From an optimization exercise on the open Yosys and OpenROAD flow, aimed at small area, a short achievable clock period and few clock cycles per item; shortcuts taken in it are not production practice.
In this exercise RTL edits were held to simulation tests only and were not proved equivalent to the original.

==> zinc: inputs <==
## sha512_core
module sha512_core (
    input  wire         clk,
    input  wire         rst,           
    input  wire         init,          
    input  wire         sel384,        
    input  wire         in_valid,
    input  wire [63:0]  in_data,
    output wire         in_ready,
    output wire         digest_valid,
    output wire [511:0] digest
);
==> flow/config.mk <==
export PLATFORM = sky130hd
export DESIGN_NAME = sha512_core
export DESIGN_NICKNAME = sha512_core
export VERILOG_FILES = /design/flow/design.v
export SDC_FILE = /design/flow/constraint.sdc
export NUM_CORES = 4
export LEC_CHECK = 0
export ABC_AREA = 1
export CAP_MARGIN = 20
export CORE_MARGIN = 2
export CORE_UTILIZATION = 45
export CTS_CLUSTER_DIAMETER = 60
export CTS_CLUSTER_SIZE = 25
export PLACE_DENSITY = 0.68
export SLEW_MARGIN = 20
export SYNTH_MEMORY_MAX_BITS = 16384
==> flow/constraint.sdc <==
create_clock -name core_clock -period 12.0 [get_ports {clk}]
set_input_delay 2.4000 -clock core_clock [delete_from_list [all_inputs] [get_ports {clk}]]
set_output_delay 2.4000 -clock core_clock [all_outputs]
set_load 0.01 [all_outputs]
standard.sh (not shown) runs the stock make flow with config.mk's settings and CLKGATE_MAP_FILE= SYNTH_SCRIPT=/design/flow/synth_recipe.tcl, a recipe that flattens the netlist after the stock synthesis.
==> flow/flow/run.sh <==
#!/bin/bash
# The standard layout (the standard.sh), run with two settings of its own:
#  - timing repair aims for extra setup slack (SETUP_SLACK_MARGIN),
set -euo pipefail
bash standard.sh synth > synth_make.log 2>&1
export BUFFER_PORTS_ARGS="-buffer_cell sky130_fd_sc_hd__buf_1"
SETUP_SLACK_MARGIN=7.5 bash standard.sh finish > layout_make.log 2>&1
==> pepper (differences from zinc) <==
--- a/flow/design.v
+++ b/flow/design.v
@@ -8,13 +8,12 @@
     output wire         in_ready,
     output wire         digest_valid,
     output wire [511:0] digest
 );
     reg         started;      
     reg         var384;       
-    reg         var384b;      
     reg         busy;         
     reg         rep;          
     reg         slow;         
     reg  [6:0]  j;            
     reg  [4:0]  k;            
     reg  [3:0]  ph;           
@@ -286,14 +285,12 @@
             if (upd1) begin h1 <= suma; h5 <= sume; end
             if (upd2) begin h2 <= suma; h6 <= sume; end
             if (upd3) begin h3 <= suma; h7 <= sume; end
         end
         init_q <= init & ~rst;
         sel_q  <= sel384;
-        if (init_q)
-            var384b <= sel_q;
         if (rst) begin
             started <= 1'b0;
             busy    <= 1'b0;
             rep     <= 1'b0;
             slow    <= 1'b0;
             fin     <= 1'b0;
@@ -350,8 +347,8 @@
             dv   <= started & ~busy_n & ~slow_n & ~fin_n;
         end
     end
     assign in_ready     = rdy;
     assign digest_valid = dv;
     assign digest = {h0, h1, h2, h3, h4, h5,
-                     var384 ? 64'd0 : h6, var384b ? 64'd0 : h7};
+                     var384 ? 128'd0 : {h6, h7}};
 endmodule
==> flow/flow/run.sh (replaced) <==
#!/bin/bash
set -euo pipefail
bash standard.sh synth > synth_make.log 2>&1
SETUP_SLACK_MARGIN=7.5 bash standard.sh finish > layout_make.log 2>&1
==> flow/config.mk (replaced) <==
export PLATFORM = sky130hd
export DESIGN_NAME = sha512_core
export DESIGN_NICKNAME = sha512_core
export VERILOG_FILES = /design/flow/design.v
export SDC_FILE = /design/flow/constraint.sdc
export NUM_CORES = 4
export LEC_CHECK = 0
export ABC_AREA = 1
export CAP_MARGIN = 20
export CORE_MARGIN = 2
export CORE_UTILIZATION = 55
export SLEW_MARGIN = 20
export SYNTH_MEMORY_MAX_BITS = 16384
==> amber (differences from zinc) <==
--- a/flow/design.v
+++ b/flow/design.v
@@ -8,13 +8,12 @@
     output wire         in_ready,
     output wire         digest_valid,
     output wire [511:0] digest
 );
     reg         started;      
     reg         var384;       
-    reg         var384b;      
     reg         busy;         
     reg         rep;          
     reg         slow;         
     reg  [6:0]  j;            
     reg  [4:0]  k;            
     reg  [3:0]  ph;           
@@ -286,14 +285,12 @@
             if (upd1) begin h1 <= suma; h5 <= sume; end
             if (upd2) begin h2 <= suma; h6 <= sume; end
             if (upd3) begin h3 <= suma; h7 <= sume; end
         end
         init_q <= init & ~rst;
         sel_q  <= sel384;
-        if (init_q)
-            var384b <= sel_q;
         if (rst) begin
             started <= 1'b0;
             busy    <= 1'b0;
             rep     <= 1'b0;
             slow    <= 1'b0;
             fin     <= 1'b0;
@@ -350,8 +347,8 @@
             dv   <= started & ~busy_n & ~slow_n & ~fin_n;
         end
     end
     assign in_ready     = rdy;
     assign digest_valid = dv;
     assign digest = {h0, h1, h2, h3, h4, h5,
-                     var384 ? 64'd0 : h6, var384b ? 64'd0 : h7};
+                     var384 ? 128'd0 : {h6, h7}};
 endmodule
==> delta (differences from zinc) <==
--- a/flow/config.mk
+++ b/flow/config.mk
@@ -5,12 +5,11 @@
 export SDC_FILE = /design/flow/constraint.sdc
 export NUM_CORES = 4
 export LEC_CHECK = 0
 export ABC_AREA = 1
 export CAP_MARGIN = 20
 export CORE_MARGIN = 2
-export CORE_UTILIZATION = 45
+export CORE_UTILIZATION = 40
 export CTS_CLUSTER_DIAMETER = 60
 export CTS_CLUSTER_SIZE = 25
-export PLACE_DENSITY = 0.68
 export SLEW_MARGIN = 20
 export SYNTH_MEMORY_MAX_BITS = 16384
==> summary of the runs <==
Via count: delta < amber < zinc.
Of delta and amber, delta has the higher final cell count (gap about 3.6%, measured against amber).
Against zinc, the first-iteration DRC count of delta is lower by about 3.2%.
zinc completed with no timing, DRC or antenna violations. pepper ended with an error in global routing (5_1_grt) with GRT-0116. delta completed with no timing, DRC or antenna violations. amber completed with no timing, DRC or antenna violations.
Synthesized cell count is about the same in pepper and delta.
Testbench counts of zinc, summed over its fixed seeds: cycles 90,678, blocks 1,110.
Testbench counts of pepper, summed over its fixed seeds: cycles 90,678, blocks 1,110.
Testbench counts of amber, summed over its fixed seeds: cycles 90,678, blocks 1,110.
Testbench counts of delta, summed over its fixed seeds: cycles 90,678, blocks 1,110.

-- static timing again, ports no longer ideal --
How much do the figures lean on ideal ports? The routed layouts below were timed once more, with nothing changed but the port constraints. Step 1 assumes that a clkbuf_16 drives the clock port and a buf_2 every other input. Step 2 adds t to the input delays and takes it off the output delays; t is the mean of the earliest and latest rising clock arrival at the registers after step 1. Input paths then give back, and output paths get back, about the clock's delay inside the block. Slacks: no drivers / after step 1 / after step 2; pairs: no drivers / after step 1.
run	t (ns)	setup WS [ns]	cell pins on the clock port's net
zinc	0.948	7.222 / 7.222 / 6.696	1
amber	0.941	7.303 / 7.267 / 6.764	1
delta	0.982	7.269 / 7.269 / 7.112	1
After both steps every run listed still meets setup and hold. For amber, which loses most, drivers alone change the setup slack by -0.036 ns; drivers and shift together by -0.539 ns.
